What follows belongs to an exercise in optimizing a design on an open flow for small area; a production flow would make more cautious choices. The RTL was checked by simulation tests, not by an equivalence proof against the original design. Power figures rest on the tool's default switching activity, not on a simulated workload.

Setup of build 72:
// qed_top
module qed_top (
    input  wire        clk,
    input  wire        rst,           
    input  wire        tick,          
    input  wire        enc_a,
    input  wire        enc_b,
    input  wire        btn,           
    input  wire        host_en,       
    input  wire        host_we,       
    input  wire [7:0]  host_addr,
    input  wire [15:0] host_wdata,
    output wire [15:0] host_rdata,    
    output wire        irq
);
Size: ~62 flip-flops.
export LEC_CHECK = 0
export ABC_AREA = 1
export CAP_MARGIN = 20
export CORE_MARGIN = 2
export CORE_UTILIZATION = 40
export SLEW_MARGIN = 20
create_clock -name core_clock -period 6.0 [get_ports {clk}]
run.sh (not shown) runs the stock make flow with config.mk's settings and CLKGATE_MAP_FILE= SYNTH_SCRIPT=/design/flow/synth_recipe.tcl, a recipe that flattens the netlist after the stock synthesis.
Build 72 completed end to end with timing, DRC and antenna clean.
Input-level comparison between build 15 and build 72:
-- flow/config.mk --
<<< build 72, line 8
export ABC_AREA = 1
>>> build 15, line 8
--- outcome ---
The launch point of the critical path comes out host_addr[4] in one run and host_addr[3] in the other, namely in build 72 and build 15 respectively.
Build 15 vs build 72: iteration count of the initial detailed-routing pass down in build 15
Routed wire length, build 15 vs build 72: up slightly
From build 72 to build 15 the numbers moved as follows: count of clock-buffer cells in the layout increased 1, synthesized-area fraction occupied by and/or/nand/nor cells fell 0.90 points, combinational share of power decreased 0.6 points, latest clock arrival within the worst-skew pair level, clock group share of total power lost 1.3 points.
Of build 72 and build 15, the higher final total power belongs to build 72.
Non-clock buffer count: build 15 vs build 72 up 30%
#### Input delta (build 40 over build 15)
-- flow/config.mk --
<<< build 15, line 11
>>> build 40, line 11
export CTS_CLUSTER_DIAMETER = 200
export CTS_CLUSTER_SIZE = 64
- Per the final summary, build 40 finished and its layout is clean on timing, DRC and antenna.
- As far as number of antenna violations at the first check in global routing goes, build 15 and build 40 are indistinguishable; the numbers are identical.
- As far as final worst setup slack goes, build 40 and build 15 are indistinguishable; the numbers are identical.
- Effective utilization at floorplan of build 15 is on par with build 40.
- Comparing build 40 against build 15, there is no change at all in clock-buffer cell count.
- Diff build 15..build 40 | number of cells on the worst reg-to-reg path | unchanged
- Diff build 15..build 40 | maximum fanout along the worst path | unchanged
- Reported for build 15 and build 40, final cell count turned out identical to the last digit.
- Diff build 15..build 40 | internal power summed over all cells | negligible
- Diff build 40..build 15 | post-route minimum period | unchanged
- Reported for build 15 and build 40, layout inverter count without the clock tree turned out identical to the last digit.


## fjord
The RTL this note starts from:
==> flow/design.v <==
module qed_rotary (
    input  wire       clk,
    input  wire       rst,
    input  wire       step,       
    input  wire [1:0] sample,     
    output reg  [2:0] fsm,        
    output reg  [1:0] last,       
    output reg        ev_cw,      
    output reg        ev_ccw      
);
    localparam [2:0] S_START    = 3'd0,
                     S_CW_FINAL = 3'd1,
                     S_CW_BEGIN = 3'd2,
                     S_CW_NEXT  = 3'd3,
                     S_CCW_BEGIN = 3'd4,
                     S_CCW_FINAL = 3'd5,
                     S_CCW_NEXT  = 3'd6;
    reg [4:0] entry;
    always @(*) begin
        case (fsm)
            S_START: case (sample)
                2'b00: entry = {2'b00, S_START};
                2'b01: entry = {2'b00, S_CCW_BEGIN};
                2'b10: entry = {2'b00, S_CW_BEGIN};
                default: entry = {2'b00, S_START};
            endcase
            S_CW_FINAL: case (sample)
                2'b00: entry = {2'b01, S_START};
                2'b01: entry = {2'b00, S_CW_FINAL};
                2'b10: entry = {2'b00, S_START};
                default: entry = {2'b00, S_CW_NEXT};
            endcase
            S_CW_BEGIN: case (sample)
                2'b00: entry = {2'b00, S_START};
                2'b01: entry = {2'b00, S_START};
                2'b10: entry = {2'b00, S_CW_BEGIN};
                default: entry = {2'b00, S_CW_NEXT};
            endcase
            S_CW_NEXT: case (sample)
                2'b00: entry = {2'b00, S_START};
                2'b01: entry = {2'b00, S_CW_FINAL};
                2'b10: entry = {2'b00, S_CW_BEGIN};
                default: entry = {2'b00, S_CW_NEXT};
            endcase
            S_CCW_BEGIN: case (sample)
                2'b00: entry = {2'b00, S_START};
                2'b01: entry = {2'b00, S_CCW_BEGIN};
                2'b10: entry = {2'b00, S_START};
                default: entry = {2'b00, S_CCW_NEXT};
            endcase
            S_CCW_FINAL: case (sample)
                2'b00: entry = {2'b10, S_START};
                2'b01: entry = {2'b00, S_START};
                2'b10: entry = {2'b00, S_CCW_FINAL};
                default: entry = {2'b00, S_CCW_NEXT};
            endcase
            S_CCW_NEXT: case (sample)
                2'b00: entry = {2'b00, S_START};
                2'b01: entry = {2'b00, S_CCW_BEGIN};
                2'b10: entry = {2'b00, S_CCW_FINAL};
                default: entry = {2'b00, S_CCW_NEXT};
            endcase
            default: entry = {2'b00, S_START};
        endcase
    end
    wire change = step && (sample != last);
    always @(*) begin
        ev_cw  = change && (entry[4:3] == 2'b01);
        ev_ccw = change && (entry[4:3] == 2'b10);
    end
    always @(posedge clk) begin
        if (rst) begin
            fsm  <= S_START;
            last <= 2'b00;
        end else if (change) begin
            fsm  <= entry[2:0];
            last <= sample;
        end
    end
endmodule
module qed_button (
    input  wire clk,
    input  wire rst,
    input  wire step,           
    input  wire btn,            
    output reg  level,          
    output wire accept          
);
    reg [4:0] wait_q;
    wire ready = (wait_q == 5'd0);
    assign accept = step && (btn != level) && ready;
    wire [4:0] wait_next = {wait_q[3:0], ~(wait_q[4] ^ wait_q[2])};
    always @(posedge clk) begin
        if (rst) begin
            wait_q <= 5'd0;
            level  <= 1'b1;
        end else if (step) begin
            if (accept) begin
                level  <= btn;
                wait_q <= 5'b00101;
            end else if (!ready) begin
                wait_q <= wait_next;
            end
        end
    end
endmodule
module qed_fifo (
    input  wire         clk,
    input  wire         rst,
    input  wire         flush,
    input  wire         pop,
    input  wire         push0,      
    input  wire         kind0,      
    input  wire         push1,      
    input  wire         kind1,      
    input  wire         ovf_clr,
    output wire [2:0]   head,       
    output reg  [4:0]   count,
    output reg          ovf
);
    reg [1:0] mem [0:15];           
    wire       nonempty = (count != 5'd0);
    wire [1:0] hd = mem[0];
    assign head = nonempty ? {hd[1] & hd[0], hd[1] ^ hd[0], ~hd[0]} : 3'd0;
    wire       do_pop = pop && nonempty && !flush;
    wire [4:0] cnt_h  = flush ? 5'd0 : (count - {4'd0, do_pop});
    wire       ok0   = push0 && !cnt_h[4];
    wire [4:0] cnt_0 = cnt_h + {4'd0, ok0};
    wire       ok1   = push1 && !cnt_0[4];
    wire       drop  = (push0 && !ok0) || (push1 && !ok1);
    wire [3:0] wr0   = cnt_h[3:0];
    wire       fv    = ok0 || ok1;
    wire [1:0] fdata = push0 ? {1'b0, kind0} : {1'b1, kind1};
    wire       sv    = ok0 && ok1;
    wire [1:0] sdata = {1'b1, kind1};
    wire       we_e   = wr0[0] ? sv : fv;
    wire [1:0] wd_e   = wr0[0] ? sdata : fdata;
    wire [2:0] wa_e   = wr0[3:1] + {2'd0, wr0[0]};
    wire       we_o   = wr0[0] ? fv : sv;
    wire [1:0] wd_o   = ~(wr0[0] ? fdata : sdata);
    wire [2:0] wa_o   = wr0[3:1];
    integer i;
    always @(posedge clk) begin
        for (i = 0; i < 16; i = i + 1) begin
            if ((i % 2 == 0) ? (we_e && wa_e == i / 2) : (we_o && wa_o == i / 2))
                mem[i] <= (i % 2 == 0) ? wd_e : wd_o;
            else if (do_pop && i < 15)
                mem[i] <= ~mem[i + 1];
        end
    end
    always @(posedge clk) begin
        if (rst) begin
            count  <= 5'd0;
            ovf    <= 1'b0;
        end else begin
            count  <= cnt_0 + {4'd0, ok1};
            if (drop)
                ovf <= 1'b1;
            else if (ovf_clr)
                ovf <= 1'b0;
        end
    end
endmodule
module qed_top (
    input  wire        clk,
    input  wire        rst,           
    input  wire        tick,          
    input  wire        enc_a,
    input  wire        enc_b,
    input  wire        btn,           
    input  wire        host_en,       
    input  wire        host_we,       
    input  wire [7:0]  host_addr,
    input  wire [15:0] host_wdata,
    output wire [15:0] host_rdata,    
    output wire        irq
);
    wire rd = host_en && !host_we;
    wire wr = host_en &&  host_we;
    wire in_blk = (host_addr[7:2] == 6'b000100);
    wire a_data   = in_blk && (host_addr[1:0] == 2'd0);
    wire a_status = in_blk && (host_addr[1:0] == 2'd1);
    wire a_ctrl   = in_blk && (host_addr[1:0] == 2'd2);
    wire a_state  = in_blk && (host_addr[1:0] == 2'd3);
    wire [2:0] fsm;
    wire [1:0] enc_last;
    wire       ev_cw, ev_ccw;
    wire       btn_level;
    wire       ev_btn;
    qed_rotary u_rot (
        .clk(clk), .rst(rst), .step(tick), .sample({enc_a, enc_b}),
        .fsm(fsm), .last(enc_last), .ev_cw(ev_cw), .ev_ccw(ev_ccw)
    );
    qed_button u_btn (
        .clk(clk), .rst(rst), .step(tick), .btn(btn),
        .level(btn_level), .accept(ev_btn)
    );
    reg irq_en;
    always @(posedge clk) begin
        if (rst)
            irq_en <= 1'b0;
        else if (wr && a_ctrl)
            irq_en <= host_wdata[0];
    end
    wire [2:0] head;
    wire [4:0] count;
    wire       ovf;
    qed_fifo u_fifo (
        .clk(clk), .rst(rst),
        .flush(wr && a_ctrl && host_wdata[1]),
        .pop(rd && a_data),
        .push0(ev_cw || ev_ccw), .kind0(ev_ccw),
        .push1(ev_btn), .kind1(btn),
        .ovf_clr(wr && a_status && host_wdata[15]),
        .head(head), .count(count), .ovf(ovf)
    );
    assign irq = irq_en && (count != 5'd0);
    reg [7:0] rdata_next;
    always @(*) begin
        rdata_next = 8'd0;
        if (a_data)   rdata_next = {5'd0, head};
        if (a_status) rdata_next = {ovf, 2'd0, count};
        if (a_ctrl)   rdata_next = {7'd0, irq_en};
        if (a_state)  rdata_next = {1'b0, enc_last, btn_level, 1'b0, fsm};
    end
    reg [7:0] rdata_q;                
    always @(posedge clk)
        rdata_q <= rdata_next;
    assign host_rdata = {rdata_q[7], 8'd0, rdata_q[6:0]};
endmodule
Settings: LEC_CHECK=0, CAP_MARGIN=20, CORE_MARGIN=2, CORE_UTILIZATION=40, CTS_BUF_LIST=sky130_fd_sc_hd__clkbuf_4, SLEW_MARGIN=20; clock period 6.0 ns.
fjord completed end to end with timing, DRC and antenna clean.
Edits applied to the flow inputs when going from fjord to cedar:
diff --git a/flow/config.mk b/flow/config.mk
--- a/flow/config.mk
+++ b/flow/config.mk
@@ -11 +10,0 @@
-export CTS_BUF_LIST = sky130_fd_sc_hd__clkbuf_4
Findings:
cedar vs. fjord: via count of the first global-routing pass moved up, clock slew seen by the registers of the worst setup and hold paths moved down.
For the setup slack of the worst register-to-register path, cedar came in 0.13 ns lower than fjord did.
Looking at required time reported for the critical path endpoint, cedar sits 0.07 ns lower than fjord does.

static timing again, ports no longer ideal:
Ports are ideal in the flow. The routed layouts listed here were re-timed in OpenROAD. Step 1 assumes that a clkbuf_16 drives the clock port and a buf_2 every other input. Step 2 times the ports against the registers' clock, not the clock port: input delays grow and output delays shrink by t, the midpoint of the rising clock arrivals with the driver on. Three values: no drivers, after step 1, after step 2; two values: the first two.
run	t (ns)	setup WS [ns]	hold slack, ns
build 72	0.365	0.960 / 0.963 / 0.598	0.422 / 0.422 / 0.422
build 15	0.372	0.533 / 0.536 / 0.163	0.475 / 0.475 / 0.475
build 40	0.372	0.533 / 0.536 / 0.163	0.475 / 0.475 / 0.475
fjord	0.436	0.436 / 0.442 / 0.005	0.470 / 0.470 / 0.470
cedar	0.370	0.379 / 0.386 / 0.015	0.466 / 0.466 / 0.466
After both steps setup and hold are still met in every run listed. For fjord, which loses most, drivers alone change the setup slack by +0.006 ns; drivers and shift together by -0.431 ns.
